Background: an optimization exercise with open tools, aiming at small area, a short achievable clock period and few clock cycles. Do not read the settings as production practice.
The RTL was checked by simulation tests, not by an equivalence proof against the original design.
Power and IR drop assume default switching activity.

**flow/run.sh**
```bash
#!/bin/bash
# synth_recipe.tcl (not shown) runs the flow's synth.tcl, then flattens the netlist and writes it again
# the make line also repeats each setting of config.mk as NAME=value (left out here)
make -C /OpenROAD-flow-scripts/flow DESIGN_CONFIG=/design/flow/config.mk WORK_HOME=/design/flow/orfs CLKGATE_MAP_FILE= SYNTH_SCRIPT=/design/flow/synth_recipe.tcl finish
```
**flow/constraint.sdc**
```tcl
create_clock -name core_clock -period 22.0 [get_ports {clk}]
set_input_delay 4.4000 -clock core_clock [delete_from_list [all_inputs] [get_ports {clk}]]
set_output_delay 4.4000 -clock core_clock [all_outputs]
set_load 0.01 [all_outputs]
```
**flow/design.v**
```verilog
module nr_core (
    input  wire        clk,
    input  wire        rst,         
    input  wire        cmd_valid,
    output wire        cmd_ready,
    input  wire [11:0] cmd,
    output wire        rsp_valid,
    output wire        rsp_ok,
    output wire [31:0] rsp_val
);
    localparam [31:0] CRC_POLY = 32'hEDB88320;
    assign cmd_ready = 1'b1;
    wire       acc  = cmd_valid & ~rst;
    wire [3:0] op   = cmd[11:8];
    wire [7:0] imm8 = cmd[7:0];
    wire       iz   = (imm8 == 8'd0);
    wire op_init  = (op == 4'h1);
    wire op_byte  = (op == 4'h2);
    wire op_fold  = (op == 4'h3);
    wire op_rdcrc = (op == 4'h4);
    wire op_rdkey = (op == 4'h5);
    wire op_zarg  = op_init | op_fold | op_rdcrc | op_rdkey;
    reg [31:0] crc_c;     
    reg [16:0] key_r;
    reg        kv_r;
    reg        do_init, do_byte, do_fold;
    reg  [7:0] byte_q;
    reg        rv_r, ok_r, sel_crc, sel_key;
    reg  [1:0] err_r;
    reg [14:0] t_q;
    function [31:0] absorb_c;
        input [31:0] c;
        input [7:0]  b;
        integer i;
        reg [31:0] t;
        begin
            t = ~c ^ {24'd0, b};
            for (i = 0; i < 8; i = i + 1)
                t = t[0] ? ((t >> 1) ^ CRC_POLY) : (t >> 1);
            absorb_c = ~t;
        end
    endfunction
    wire [31:0] c_nxt = do_init ? 32'd0 : (do_byte ? absorb_c(crc_c, byte_q) : crc_c);
    wire [31:0] cx   = c_nxt ^ 32'h0000AAAA;
    wire        cin  = &cx[4:0];
    wire  [4:0] lo5  = cx[4:0] + 5'd1;
    wire s1w1 = cin ^ cx[5] ^ ~cx[17];
    wire s1w2 = (cin & cx[5]) | (cin & ~cx[17]) | (cx[5] & ~cx[17]);
    wire s1w3 = cx[18] ^ ~cx[19] ^ ~cx[21];
    wire s1w4 = (cx[18] & ~cx[19]) | (cx[18] & ~cx[21]) | (~cx[19] & ~cx[21]);
    wire s1w5 = cx[26] ^ ~cx[28] ^ ~cx[30];
    wire s1w6 = (cx[26] & ~cx[28]) | (cx[26] & ~cx[30]) | (~cx[28] & ~cx[30]);
    wire s1w7 = cx[6] ^ ~cx[20] ^ ~cx[22];
    wire s1w8 = (cx[6] & ~cx[20]) | (cx[6] & ~cx[22]) | (~cx[20] & ~cx[22]);
    wire s1w9 = cx[7] ^ ~cx[17] ^ ~cx[23];
    wire s1w10 = (cx[7] & ~cx[17]) | (cx[7] & ~cx[23]) | (~cx[17] & ~cx[23]);
    wire s1w11 = cx[8] ^ ~cx[19] ^ cx[21];
    wire s1w12 = (cx[8] & ~cx[19]) | (cx[8] & cx[21]) | (~cx[19] & cx[21]);
    wire s1w13 = ~cx[24] ^ cx[27] ^ cx[29];
    wire s1w14 = (~cx[24] & cx[27]) | (~cx[24] & cx[29]) | (cx[27] & cx[29]);
    wire s1w15 = cx[9] ^ cx[17] ^ ~cx[20];
    wire s1w16 = (cx[9] & cx[17]) | (cx[9] & ~cx[20]) | (cx[17] & ~cx[20]);
    wire s1w17 = cx[22] ^ ~cx[25] ^ cx[26];
    wire s1w18 = (cx[22] & ~cx[25]) | (cx[22] & cx[26]) | (~cx[25] & cx[26]);
    wire s1w19 = cx[10] ^ ~cx[18] ^ cx[21];
    wire s1w20 = (cx[10] & ~cx[18]) | (cx[10] & cx[21]) | (~cx[18] & cx[21]);
    wire s1w21 = cx[23] ^ cx[27] ^ cx[28];
    wire s1w22 = (cx[23] & cx[27]) | (cx[23] & cx[28]) | (cx[27] & cx[28]);
    wire s1w23 = cx[29] ^ cx[30] ^ 1'b1;
    wire s1w24 = (cx[29] & cx[30]) | (cx[29] & 1'b1) | (cx[30] & 1'b1);
    wire s1w25 = cx[11] ^ ~cx[17] ^ cx[22];
    wire s1w26 = (cx[11] & ~cx[17]) | (cx[11] & cx[22]) | (~cx[17] & cx[22]);
    wire s1w27 = cx[12] ^ ~cx[18] ^ ~cx[21];
    wire s1w28 = (cx[12] & ~cx[18]) | (cx[12] & ~cx[21]) | (~cx[18] & ~cx[21]);
    wire s1w29 = cx[23] ^ cx[25] ^ cx[29];
    wire s1w30 = (cx[23] & cx[25]) | (cx[23] & cx[29]) | (cx[25] & cx[29]);
    wire s1w31 = cx[13] ^ ~cx[19] ^ ~cx[22];
    wire s1w32 = (cx[13] & ~cx[19]) | (cx[13] & ~cx[22]) | (~cx[19] & ~cx[22]);
    wire s1w33 = cx[24] ^ cx[26] ^ cx[30];
    wire s1w34 = (cx[24] & cx[26]) | (cx[24] & cx[30]) | (cx[26] & cx[30]);
    wire s1w35 = cx[14] ^ ~cx[20] ^ ~cx[23];
    wire s1w36 = (cx[14] & ~cx[20]) | (cx[14] & ~cx[23]) | (~cx[20] & ~cx[23]);
    wire s1w37 = cx[25] ^ cx[27] ^ ~cx[31];
    wire s1w38 = (cx[25] & cx[27]) | (cx[25] & ~cx[31]) | (cx[27] & ~cx[31]);
    wire s1w39 = cx[15] ^ cx[17] ^ ~cx[18];
    wire s1w40 = (cx[15] & cx[17]) | (cx[15] & ~cx[18]) | (cx[17] & ~cx[18]);
    wire s1w41 = cx[19] ^ ~cx[24] ^ cx[30];
    wire s1w42 = (cx[19] & ~cx[24]) | (cx[19] & cx[30]) | (~cx[24] & cx[30]);
    wire s1w43 = cx[16] ^ cx[20] ^ ~cx[25];
    wire s1w44 = (cx[16] & cx[20]) | (cx[16] & ~cx[25]) | (cx[20] & ~cx[25]);
    wire s1w45 = s1w1 ^ s1w3 ^ s1w5;
    wire s1w46 = (s1w1 & s1w3) | (s1w1 & s1w5) | (s1w3 & s1w5);
    wire s1w47 = s1w2 ^ s1w4 ^ s1w6;
    wire s1w48 = (s1w2 & s1w4) | (s1w2 & s1w6) | (s1w4 & s1w6);
    wire s1w49 = s1w8 ^ s1w9 ^ cx[26];
    wire s1w50 = (s1w8 & s1w9) | (s1w8 & cx[26]) | (s1w9 & cx[26]);
    wire s1w51 = s1w10 ^ s1w11 ^ s1w13;
    wire s1w52 = (s1w10 & s1w11) | (s1w10 & s1w13) | (s1w11 & s1w13);
    wire s1w53 = s1w12 ^ s1w14 ^ s1w15;
    wire s1w54 = (s1w12 & s1w14) | (s1w12 & s1w15) | (s1w14 & s1w15);
    wire s1w55 = s1w16 ^ s1w18 ^ s1w19;
    wire s1w56 = (s1w16 & s1w18) | (s1w16 & s1w19) | (s1w18 & s1w19);
    wire s1w57 = s1w20 ^ s1w22 ^ s1w24;
    wire s1w58 = (s1w20 & s1w22) | (s1w20 & s1w24) | (s1w22 & s1w24);
    wire s1w59 = s1w26 ^ s1w27 ^ s1w29;
    wire s1w60 = (s1w26 & s1w27) | (s1w26 & s1w29) | (s1w27 & s1w29);
    wire s1w61 = s1w28 ^ s1w30 ^ s1w31;
    wire s1w62 = (s1w28 & s1w30) | (s1w28 & s1w31) | (s1w30 & s1w31);
    wire s1w63 = s1w32 ^ s1w34 ^ s1w35;
    wire s1w64 = (s1w32 & s1w34) | (s1w32 & s1w35) | (s1w34 & s1w35);
    wire s1w65 = s1w36 ^ s1w38 ^ s1w39;
    wire s1w66 = (s1w36 & s1w38) | (s1w36 & s1w39) | (s1w38 & s1w39);
    wire s1w67 = s1w40 ^ s1w42 ^ s1w43;
    wire s1w68 = (s1w40 & s1w42) | (s1w40 & s1w43) | (s1w42 & s1w43);
    wire s1w69 = s1w46 ^ s1w47 ^ s1w7;
    wire s1w70 = (s1w46 & s1w47) | (s1w46 & s1w7) | (s1w47 & s1w7);
    wire s1w71 = s1w48 ^ s1w49 ^ ~cx[30];
    wire s1w72 = (s1w48 & s1w49) | (s1w48 & ~cx[30]) | (s1w49 & ~cx[30]);
    wire s1w73 = s1w52 ^ s1w53 ^ s1w17;
    wire s1w74 = (s1w52 & s1w53) | (s1w52 & s1w17) | (s1w53 & s1w17);
    wire s1w75 = s1w54 ^ s1w55 ^ s1w21;
    wire s1w76 = (s1w54 & s1w55) | (s1w54 & s1w21) | (s1w55 & s1w21);
    wire s1w77 = s1w56 ^ s1w57 ^ s1w25;
    wire s1w78 = (s1w56 & s1w57) | (s1w56 & s1w25) | (s1w57 & s1w25);
    wire s1w79 = s1w58 ^ s1w59 ^ 1'b1;
    wire s1w80 = (s1w58 & s1w59) | (s1w58 & 1'b1) | (s1w59 & 1'b1);
    wire s1w81 = s1w60 ^ s1w61 ^ s1w33;
    wire s1w82 = (s1w60 & s1w61) | (s1w60 & s1w33) | (s1w61 & s1w33);
    wire s1w83 = s1w62 ^ s1w63 ^ s1w37;
    wire s1w84 = (s1w62 & s1w63) | (s1w62 & s1w37) | (s1w63 & s1w37);
    wire s1w85 = s1w64 ^ s1w65 ^ s1w41;
    wire s1w86 = (s1w64 & s1w65) | (s1w64 & s1w41) | (s1w65 & s1w41);
    wire s1w87 = s1w66 ^ s1w67 ^ ~cx[28];
    wire s1w88 = (s1w66 & s1w67) | (s1w66 & ~cx[28]) | (s1w67 & ~cx[28]);
    wire s1w89 = s1w72 ^ s1w50 ^ s1w51;
    wire s1w90 = (s1w72 & s1w50) | (s1w72 & s1w51) | (s1w50 & s1w51);
    wire s1w91 = s1w74 ^ s1w75 ^ s1w23;
    wire s1w92 = (s1w74 & s1w75) | (s1w74 & s1w23) | (s1w75 & s1w23);
    wire s1w93 = s1w76 ^ s1w77 ^ cx[24];
    wire s1w94 = (s1w76 & s1w77) | (s1w76 & cx[24]) | (s1w77 & cx[24]);
    wire s1w95 = s1w80 ^ s1w81 ^ 1'b1;
    wire s1w96 = (s1w80 & s1w81) | (s1w80 & 1'b1) | (s1w81 & 1'b1);
    wire s1w97 = s1w82 ^ s1w83 ^ 1'b1;
    wire s1w98 = (s1w82 & s1w83) | (s1w82 & 1'b1) | (s1w83 & 1'b1);
    wire s1w99 = s1w86 ^ s1w87 ^ cx[29];
    wire s1w100 = (s1w86 & s1w87) | (s1w86 & cx[29]) | (s1w87 & cx[29]);
    wire s1w101 = s1w88 ^ s1w68 ^ s1w44;
    wire s1w102 = (s1w88 & s1w68) | (s1w88 & s1w44) | (s1w68 & s1w44);
    wire s1w103 = s1w94 ^ s1w78 ^ s1w79;
    wire s1w104 = (s1w94 & s1w78) | (s1w94 & s1w79) | (s1w78 & s1w79);
    wire s1w105 = s1w98 ^ s1w84 ^ s1w85;
    wire s1w106 = (s1w98 & s1w84) | (s1w98 & s1w85) | (s1w84 & s1w85);
    wire [14:0] s1a = {1'b0, s1w102, s1w100, s1w106, s1w105, s1w96, s1w104, s1w103, s1w92, s1w91, s1w90, s1w89, s1w70, s1w69, s1w45};
    wire [14:0] s1b = {1'b0, 1'b0, s1w101, s1w99, 1'b0, s1w97, s1w95, 1'b0, s1w93, 1'b0, s1w73, 1'b0, s1w71, cx[27], cx[31]};
    wire [14:0] t_d;
    wire [15:0] t_c;
    assign t_c[0] = 1'b0;
    genvar gi;
    generate for (gi = 0; gi < 15; gi = gi + 1) begin : rip
        assign t_d[gi] = s1a[gi] ^ s1b[gi] ^ t_c[gi];
        assign t_c[gi+1] = (s1a[gi] & s1b[gi]) | (s1a[gi] & t_c[gi]) | (s1b[gi] & t_c[gi]);
    end endgenerate
    localparam [191:0] MT = {12'd2595, 12'd547, 12'd1624, 12'd2701, 12'd653, 12'd1730, 12'd2807, 12'd759, 12'd1836, 12'd2913, 12'd865, 12'd1942, 12'd3019, 12'd971, 12'd2048, 12'd0};
    wire [11:0] mh = MT[t_q[14:11]*12 +: 12];
    wire [12:0] u = {2'd0, t_q[10:0]} + {1'b0, mh};
    wire [13:0] u1 = {1'b0, u} - 14'd3125;
    wire [11:0] v = u1[13] ? u[11:0] : u1[11:0];
    always @(posedge clk) begin
        rv_r    <= acc;
        do_init <= acc & op_init & iz;
        do_byte <= acc & op_byte;
        do_fold <= acc & op_fold & iz;
        byte_q  <= imm8;
        sel_crc <= op_rdcrc & iz;
        sel_key <= op_rdkey & iz & kv_r;
        ok_r    <= op_byte | (op_zarg & iz & (~op_rdkey | kv_r));
        err_r   <= !(op_byte | op_zarg) ? 2'd1 :
                   (!op_byte & !iz)     ? 2'd2 :
                   (op_rdkey & !kv_r)   ? 2'd3 : 2'd0;
        crc_c <= rst ? 32'd0 : c_nxt;
        kv_r <= ~rst & (kv_r | (acc & op_fold & iz));
        if (acc & op_fold & iz)
            key_r[4:0] <= lo5;
        t_q <= t_d;
        if (do_fold)
            key_r[16:5] <= v;
    end
    assign rsp_valid = rv_r;
    assign rsp_ok    = ok_r;
    assign rsp_val   = ({32{sel_crc}} & crc_c) | {15'd0, {17{sel_key}} & key_r} | {30'd0, err_r};
endmodule
```
**flow/config.mk**
```make
export PLATFORM = sky130hd
export DESIGN_NAME = nr_core
export DESIGN_NICKNAME = nr_core
export VERILOG_FILES = /design/flow/design.v
export SDC_FILE = /design/flow/constraint.sdc
export NUM_CORES = 4
export LEC_CHECK = 0
export ABC_CLOCK_PERIOD_IN_PS = 5000
export CAP_MARGIN = 20
export CORE_MARGIN = 2
export CORE_UTILIZATION = 40
export SLEW_MARGIN = 20
```
==> impl_results.md, run 1 <==
- Status: no timing/DRC/antenna violations
- DRT antenna net count: 0
- Post-synthesis sequential element count: 82
- Hold/Removal Path Class: flop to flop
- Final core utilization: between 40% and 50%
- Leakage: 3.03 nW
- Clock transition at the registers of the reported paths: around 0.070 ns
- Post-route minimum period: ~7.5 ns
- Flip-flop cell with the highest count after synthesis: sky130_fd_sc_hd__dfxtp_1
- Cell with the most instances after synthesis: sky130_fd_sc_hd__inv_1
- Min-Delay Path Depth: 2
- DR DRC count: 0
- Max_cap viols: 0
- Average wire per standard cell: about 17 um
- Startpoint class of the critical path: flop
- Sequential-to-total area share from yosys stat: 27.1%
- Data arrival at the endpoint of the critical path: 7.77 ns
- Net count reported at finish: 800
- Wire length of the first global-routing pass: around 26 mm
- # H-tree levels: 3
- Overall die height: 133 um
- CTS buffer count: 9
- Detailed Route WL: 15.6 mm
- GR met2 Demand/Resource: 31.9%
- Most frequent cells after synthesis: sky130_fd_sc_hd__inv_1 (81), sky130_fd_sc_hd__xnor2_1 (67), sky130_fd_sc_hd__dfxtp_1 (65), sky130_fd_sc_hd__nor2_1 (65), sky130_fd_sc_hd__fa_1 (58)
- Number of nets in the synthesized netlist: 764
- Top cell type by total area after synthesis: sky130_fd_sc_hd__dfxtp_1
- Number of flops mapped to enable cells by yosys: 17
- Total congestion overflow after global routing: 0
- 1st-pass router iterations: 4
- First DRT Iteration DRCs: 323
- Via count of the first global-routing pass: 4820
- Filler instances: 1548
- Area contributors post-synth: sky130_fd_sc_hd__dfxtp_1 (19%), sky130_fd_sc_hd__fa_1 (17%), sky130_fd_sc_hd__xnor2_1 (8.8%)
- Worst reg2reg path depth: 28
- Cell with the biggest individual delay on the critical path: sky130_fd_sc_hd__a211oi_1
- Total track usage: 18.7%
- Pwr per Cell Area: between 100 and 150 nW/um^2
- Peak clock frequency supported by timing: 133 MHz
- Required time reported for the critical path endpoint: 22.24 ns
- Buffers inserted during post-CTS setup optimization: 0
- Type of the setup path with the least slack: flop to flop
- Area share of the largest cell type after synthesis: 19.4%
- Maximum buffer depth of the clock tree: 2
- Delay of the slowest cell on the worst path: 0.66 ns
- Final count of negative-setup-slack endpoints: 0
- Post-DP HPWL: 12.5 mm
- Count of hold buffers inserted by post-cts repair: 0
- Weighted congestion at the end of routability-driven global placement: 0.837
- Average via count per standard cell: 5.00
- Worst-skew pair later-pin latency: between 0.3 and 0.4 ns
- Routing usage on met3: 4.19%
- Pin count of the biggest net entering global routing: 50
- Chip Width: between 100 and 150 um
- Clock Sink Count: 82
- Area used by multi-input combinational logic: approximately 4500 um^2
- Most congested layer reported by global routing: met2
- Average cell area after synthesis: 10.1 um^2
- Most numerous cell on the critical path: sky130_fd_sc_hd__fa_1
- Antenna diode count: 0
- Setup repair after global routing missed its margin: false
- Source of the critical timing path: crc_c[4]$_SDFF_PP0_
- Effective utilization at floorplan: 40.6%
- Startpoint of the most critical register-to-register path: crc_c[4]$_SDFF_PP0_
- Endpoint class of the critical path: flop
- Full die area: 17800 um^2
- GR Util met1: 24.4%
- Proportion of layout cells with a drive suffix above 1: 9.13%
- Distinct cell type count of the synthesized netlist: 65
- Maximum fanout encountered on the critical timing path: 6
- Area Overhead vs Synth: 14.4%
- Netlist area before placement: ~6700 um^2
- Clock Skews: between 0.01 and 0.015 ns
- Clock tree from TritonCTS: yes
- Initial antenna violation count: 0
- Peak VDD IR: 107 uV
- Post-synthesis async set-or-reset flop share: 0%
- Overall power: 0.00107 W
- Register Area: 1810 um^2
- Root Driver: sky130_fd_sc_hd__clkbuf_16
- Placeable core region: between 15000 and 20000 um^2
- Worst slew margin: 47.6%
- Final cycle utilization of the critical path: 34.2%
- Post-synthesis instance total: 660
- Setup TNS: 0 ns
- Worst Hold Launch: kv_r$_DFF_P_
- # port buffers: 48
- Number of top-level design ports: 50
- Count of vias placed by the detailed router: roughly 4600
- Std-Cell Rows: 47
- Number of warnings printed during yosys synthesis: 1
- Total count of hold-check failures in the final report: 0
- Final count of pins violating max slew: 0
- Post-cts gate resize count: 0
- Transition time of the tightest slew-check pin: 0.780 ns
## sequential cells by signal, summed over array words and instances (netlist names)
name,count
byte_q,8
crc_c,32
do_byte,1
do_fold,1
do_init,1
err_r,2
key_r,17
kv_r,1
ok_r,1
rv_r,1
sel_crc,1
sel_key,1
t_q,15
## per-layer routing
metal,share of wire (%),up-vias
li1,-,2232
met3,4.1,10
met1,45,2275
met5,0,-
met2,50,86
met4,0.90,0
## per-stage QoR
stage | worst slack, ns | std cells | cell area [um^2] | hold slack (ns)
4_1_cts | 14.39 | 921 | 7650 | 0.465
3_3_place_gp | 14.62 | 905 | 7350 | 0.447
5_1_grt | 14.04 | 921 | 7650 | 0.482
3_5_place_dp | 14.40 | 905 | 7360 | 0.451
6_report | 14.47 | 921 | 7650 | 0.458
2_1_floorplan | 15.16 | 660 | 6690 | 0.430
## cell usage in the layout (no fill, tap or decap), types with 4 or more instances in the layout
cell type,n
sky130_fd_sc_hd__clkdlybuf4s50_1,48
sky130_fd_sc_hd__nor2b_1,11
sky130_fd_sc_hd__and2_1,17
sky130_fd_sc_hd__edfxtp_1,17
sky130_fd_sc_hd__a211o_1,5
sky130_fd_sc_hd__nand2_1,17
sky130_fd_sc_hd__ha_1,31
sky130_fd_sc_hd__nor2_1,65
sky130_fd_sc_hd__a22o_1,15
sky130_fd_sc_hd__o211ai_1,6
sky130_fd_sc_hd__xor2_1,11
sky130_fd_sc_hd__xnor2_1,67
sky130_fd_sc_hd__o21ai_1,5
sky130_fd_sc_hd__nor4_1,6
sky130_fd_sc_hd__nand2b_1,5
sky130_fd_sc_hd__mux2i_1,18
sky130_fd_sc_hd__clkbuf_16,9
sky130_fd_sc_hd__inv_1,81
sky130_fd_sc_hd__xnor2_4,9
sky130_fd_sc_hd__nor3_1,12
sky130_fd_sc_hd__dfxtp_1,63
sky130_fd_sc_hd__a21o_1,4
sky130_fd_sc_hd__a21oi_1,17
sky130_fd_sc_hd__a211oi_1,11
sky130_fd_sc_hd__xnor2_2,8
sky130_fd_sc_hd__fa_1,58
sky130_fd_sc_hd__o21ai_0,6
sky130_fd_sc_hd__or2_1,10
## worst max-delay path: cells and delay by family (launching register included)
family / cells / cell delay (ns)
AO/OA/AOI/OAI: 1 / 0.66
adder cells (fa/ha/maj): 16 / 4.74
XOR/XNOR: 4 / 0.95
buffers and inverters: 7 / 0.58
flip-flops: 1 / 0.49
## cells by family (layout without fill, tap and decap cells)
family / after synthesis / in the layout / share of synthesized area, %
other: 1 / 1 / 0.0560
flip-flops: 82 / 82 / 27.1
XOR/XNOR: 95 / 95 / 15.9
adder cells (fa/ha/maj): 89 / 89 / 23.1
buffers and inverters: 110 / 151 / 6.45
multiplexers: 21 / 21 / 3.37
AND/OR/NAND/NOR: 166 / 166 / 12.8
AO/OA/AOI/OAI: 96 / 96 / 11.3
## final timing paths
check	endpoint	slack (ns)
hold reg to reg	sel_key$_DFF_P_	0.46
setup reg to reg	t_q[13]$_DFF_P_	14.47
setup / recovery	t_q[13]$_DFF_P_	14.47
hold / removal	sel_key$_DFF_P_	0.46
## area by class of cell
type,count,area share (%)
Clock inverter,7,0.850
Sequential cell,82,23.7
Multi-Input combinational cell,468,58.2
Inverter,84,4.12
Clock buffer,9,2.94
Timing Repair Buffer,51,6.57
Tap cell,220,3.60
## report_power, final
group / switching [W] / internal [W] / total, W
clock: 0.0000697 / 0.0000798 / 0.000149
combinational: 0.000405 / 0.000295 / 0.000700
sequential: 0.0000162 / 0.000200 / 0.000216
Testbench counts, summed over its fixed seeds: cycles 3,528.
==> inputs of run 2 (changes only) <==
--- a/flow/design.v
+++ b/flow/design.v
@@ -153,12 +153,5 @@
     wire [14:0] s1a = {1'b0, s1w102, s1w100, s1w106, s1w105, s1w96, s1w104, s1w103, s1w92, s1w91, s1w90, s1w89, s1w70, s1w69, s1w45};
     wire [14:0] s1b = {1'b0, 1'b0, s1w101, s1w99, 1'b0, s1w97, s1w95, 1'b0, s1w93, 1'b0, s1w73, 1'b0, s1w71, cx[27], cx[31]};
-    wire [14:0] t_d;
-    wire [15:0] t_c;
-    assign t_c[0] = 1'b0;
-    genvar gi;
-    generate for (gi = 0; gi < 15; gi = gi + 1) begin : rip
-        assign t_d[gi] = s1a[gi] ^ s1b[gi] ^ t_c[gi];
-        assign t_c[gi+1] = (s1a[gi] & s1b[gi]) | (s1a[gi] & t_c[gi]) | (s1b[gi] & t_c[gi]);
-    end endgenerate
+    wire [14:0] t_d = s1a + s1b;
     localparam [191:0] MT = {12'd2595, 12'd547, 12'd1624, 12'd2701, 12'd653, 12'd1730, 12'd2807, 12'd759, 12'd1836, 12'd2913, 12'd865, 12'd1942, 12'd3019, 12'd971, 12'd2048, 12'd0};
     wire [11:0] mh = MT[t_q[14:11]*12 +: 12];
==> run 2 against run 1 <==
Effect of this change: sequential power hardly changed; sequential share of layout area down 1.0 points; register-to-register slack gained 1.5 ns; still clean; non-clock buffer count grew 1; sequential cell count is the same; maximum frequency is 20% higher; combinational power rose by 27%; hold slack gained 0.052 ns; highest routed layer unchanged; core utilization down 0.060 points; area after synthesis up 4.9%.
==> impl_results.md, run 2 <==
- Detailed Route WL: 16.4 mm (+5.6%)
- Filler instances: 1597 (+3.2%)
- Clock transition at the registers of the reported paths: 0.07 ns (about the same)
- Total track usage: 18.9% (+0.20 points)
- Average cell area after synthesis: 9.84 um^2 (-2.9%)
- Source of the critical timing path: sel_key$_DFF_P_
- Worst-skew pair later-pin latency: 0.35 ns (about the same)
- Min-Delay Path Depth: 2 (unchanged)
- 1st-pass router iterations: 5 (+1)
- Hold/Removal Path Class: flop to flop
- Main combinational cell family by area after synthesis: adder cells
- Reg2reg end: t_q[13]$_DFF_P_
- Post-synthesis sequential element count: 82 (unchanged)
- Total count of hold-check failures in the final report: 0 (unchanged)
- Average via count per standard cell: 5.25 (+4.9%)
- First DRT Iteration DRCs: 293 (-9.3%)
- Overall power: 0.00127 W (+19%)
- Required time reported for the critical path endpoint: 17.60 ns (-4.64 ns)
- Flip-flop count of the largest register after layout: 32 (unchanged)
- Setup ws final: 15.71 ns (+1.24 ns)
- Endpoint class of the critical path: output pin
- Transition time of the tightest slew-check pin: 0.827 ns (+0.0476 ns)
- Area contributors post-synth: sky130_fd_sc_hd__dfxtp_1 (19%), sky130_fd_sc_hd__fa_1 (15%), sky130_fd_sc_hd__xnor2_1 (8.4%)
- Chip Width: 136 um (+2.3%)
- Post-cts gate resize count: 0 (unchanged)
- Maximum fanout encountered on the critical timing path: 17 (+11)
- Peak VDD IR: 91.8 uV (-14%)
- Count of hold buffers inserted by post-cts repair: 0 (unchanged)
- Worst Hold Launch: kv_r$_DFF_P_
- Post-route minimum period: 6.29 ns (-1.24 ns)
- Net count reported at finish: 849 (+6.1%)
- Post-synthesis async set-or-reset flop share: 0% (unchanged)
- Data arrival at the endpoint of the critical path: 1.89 ns (-5.88 ns)
- Status: no timing/DRC/antenna violations
- Proportion of layout cells with a drive suffix above 1: 10.2% (+1.1 points)
- Pin count of the biggest net entering global routing: 49 (-2.0%)
- Max_cap viols: 0 (unchanged)
- Commonest cells after routing, fill and taps aside: sky130_fd_sc_hd__xnor2_1 (67), sky130_fd_sc_hd__inv_1 (67), sky130_fd_sc_hd__dfxtp_1 (63)
- Leakage: 3.19 nW (+5.0%)
- Final hold slack: 0.510 ns (+0.0519 ns)
- Peak clock frequency supported by timing: 159 MHz (+20%)
- Worst setup timing slack at the placement stage: 15.50 ns (+1.10 ns)
- Count of vias placed by the detailed router: 5135 (+12%)
- Placeable core region: 17200 um^2 (+4.7%)
- Pwr per Cell Area: 159 nW/um^2 (+14%)
- Worst reg2reg path depth: 18 (-36%)
- Delay of the slowest cell on the worst path: 0.74 ns (+0.08 ns)
- Startpoint class of the critical path: flop
- Cell with the biggest individual delay on the critical path: sky130_fd_sc_hd__dfxtp_1
- CP Buf/Inv Count: 1 (-6)
- Initial antenna violation count: 0 (unchanged)
- Netlist area before placement: 7020 um^2 (+4.9%)
- Sequential-to-total area share from yosys stat: 25.8% (-1.3 points)
- Std-Cell Rows: 48 (+2.1%)
- Post-synthesis instance total: 713 (+8.0%)
- Buffers inserted during post-CTS setup optimization: 0 (unchanged)
- Worst slew margin: 44.7% (-2.9 points)
- Number of nets in the synthesized netlist: 813 (+6.4%)
- Final count of negative-setup-slack endpoints: 0 (unchanged)
- Post-DP HPWL: 13.2 mm (+5.0%)
- Biggest registers after layout: crc_c (32), key_r (17), t_q (15)
- Number of flops mapped to enable cells by yosys: 17 (unchanged)
- # port buffers: 48 (unchanged)
- Post-synthesis simple-gate area fraction: 14.5% (+1.7 points)
- Distinct cell type count of the synthesized netlist: 90 (+38%)
- Overall die height: 136 um (+2.3%)
- Total congestion overflow after global routing: 0 (unchanged)
- Post-synthesis adder-cell area fraction: 20.6% (-2.5 points)
- Antenna diode count: 0 (unchanged)
- Type of the setup path with the least slack: flop to output pin
- DRT antenna net count: 0 (unchanged)
- Most frequent cells after synthesis: sky130_fd_sc_hd__inv_1 (67), sky130_fd_sc_hd__xnor2_1 (67), sky130_fd_sc_hd__dfxtp_1 (65)
- Critical-path cell list: a221o_1 -> clkdlybuf4s50_1
- Number of top-level design ports: 50 (unchanged)
- Average wire per standard cell: 16.8 um (-0.66%)
- Setup slack on the worst flop-to-flop path: 15.96 ns (+1.49 ns)
- Startpoint of the most critical register-to-register path: crc_c[4]$_SDFF_PP0_
- Register Area: 1810 um^2 (unchanged)
- Via count of the first global-routing pass: 5198 (+7.8%)
- Area Overhead vs Synth: 14.0%
- Final count of pins violating max slew: 0 (unchanged)
- Compound-Gate Fraction of Synth Area: 15.6% (+4.4 points)
- Number of warnings printed during yosys synthesis: 1 (unchanged)
- Area share of the largest cell type after synthesis: 18.5% (-0.91 points)
- Clock tree from TritonCTS: yes
- Weighted congestion at the end of routability-driven global placement: 0.899 (+7.4%)
- DR DRC count: 0 (unchanged)
- Multiplexer share of the synthesized area: 3.03% (-0.34 points)
- Final cycle utilization of the critical path: 28.6% (-5.6 points)
- Hold Crit Endpoint: sel_key$_DFF_P_
- CTS buffer count: 9 (unchanged)
- Effective utilization at floorplan: 40.7% (+0.085 points)
- Post-synthesis share of cell area spent on xor and xnor gates: 14.7% (-1.1 points)
- Register with the most flip-flops: crc_c
- Top cell type by total area after synthesis: sky130_fd_sc_hd__dfxtp_1
- Root Driver: sky130_fd_sc_hd__clkbuf_16
- Delay-heaviest family, CP: flip-flops
- Flip-flop cell with the highest count after synthesis: sky130_fd_sc_hd__dfxtp_1
- Area used by multi-input combinational logic: 4810 um^2 (+7.9%)
- Maximum buffer depth of the clock tree: 2 (unchanged)
- Wire length of the first global-routing pass: 27.0 mm (+4.5%)
- Setup repair after global routing missed its margin: false
- Clock Skews: 0.00919 ns (-0.00166 ns)
- Setup TNS: 0 ns (unchanged)
- Full die area: 18600 um^2 (+4.7%)
- Clock Sink Count: 82 (unchanged)
- # H-tree levels: 3 (unchanged)
-- run 2: changes by cell type after synthesis, moves of 7 or more --
| cell | before | now |
|---|---|---|
| sky130_fd_sc_hd__a21oi_1 | 17 | 25 |
| sky130_fd_sc_hd__inv_1 | 81 | 67 |
| sky130_fd_sc_hd__xnor2_4 | 9 | 2 |
| sky130_fd_sc_hd__or2_2 | 3 | 12 |
| sky130_fd_sc_hd__fa_1 | 58 | 51 |
-- run 2: layout make-up --
cell class              count  share of cell area [%]
inverters                  68                    3.19
multi-input cells         536                    60.1
repair buffers             52                    6.38
clock inverters             7                    1.31
flip-flops and latches     82                    22.7
clock buffers               9                    2.82
well taps                 225                    3.52
-- run 2: worst max path at each step --
| stage | to | slack (ns) | depth (start not counted) |
|---|---|---|---|
| detailed placement | key_r[1]$_DFFE_PP_ | 15.50 | 4 |
| global route | t_q[13]$_DFF_P_ | 15.52 | 20 |
| CTS | rsp_val[0] | 15.33 | 2 |
| floorplan | key_r[0]$_DFFE_PP_ | 16.19 | 3 |
| finish | rsp_val[0] | 15.71 | 2 |
| global placement | key_r[2]$_DFFE_PP_ | 15.55 | 4 |
-- run 2: through the flow --
step	utilization, %	instances	area [um^2]
after CTS	46.4	979	8000
after floorplan	-	713	7020
final	46.4	979	8000
after detailed placement	44.5	963	7670
after global placement	44.5	963	7670
after global routing	46.4	979	8000
-- run 2: kinds of logic after synthesis --
| group | count (synthesis) |
|---|---|
| AND/OR/NAND/NOR | 188 |
| AO/OA/AOI/OAI | 142 |
| XOR/XNOR | 100 |
| buffers and inverters | 95 |
| adder cells (fa/ha/maj) | 85 |
| flip-flops | 82 |
| multiplexers | 20 |
| other | 1 |
-- run 2: power breakdown --
part | leakage [nW] | internal, W | switching [W]
Sequential | 0.683 | 0.000198 | 0.0000168
Combinational | 2.34 | 0.000374 | 0.000513
Clock | 0.159 | 0.000102 | 0.0000696
-- run 2: per-layer routing --
layer / up-vias / wire [um] / track usage, %
met5: - / 0 / 0
met4: 0 / 293 / 5.44
met3: 20 / 695 / 4.29
met2: 111 / 8110 / 31.8
met1: 2485 / 7350 / 24.2
li1: 2519 / - / -
-- run 2: worst min-delay path, delay by kind of cell, from the launching register on --
kind	cells	cell delay (ns)
simple gates	1	0.05
flops	1	0.34
buf+inv	1	0.08
Testbench counts of run 2, summed over its fixed seeds: cycles 3,528.

what the ideal ports hide:
No port has a modelled driver above. Below, the same layouts with a new extraction and two added sets of constraints. Step 1 sets driving cells, clkbuf_16 on the clock port and buf_2 on the other inputs (assumed; they add their load-dependent delay and slew). Step 2, shift: input delay + t, output delay - t, t = (earliest + latest rising clock arrival at the registers) / 2. This alone moves slack from input paths to output paths. Slacks: no drivers / after step 1 / after step 2; pairs: no drivers / after step 1.
| run | t (ns) | slack for setup (ns) | worst setup path at the end | slew at the worst register clock pin (ns) | pins driven straight from the clock port |
|---|---|---|---|---|---|
| run 1 | 0.385 | 14.468 / 14.468 / 14.468 | register to register | 0.07 / 0.07 | 1 |
| run 2 | 0.390 | 15.708 / 15.666 / 15.493 | input to register | 0.07 / 0.07 | 1 |
After both steps every run listed still meets setup and hold. The setup slack of run 2, which loses most, moves by -0.042 ns with the drivers and by -0.215 ns with both steps.
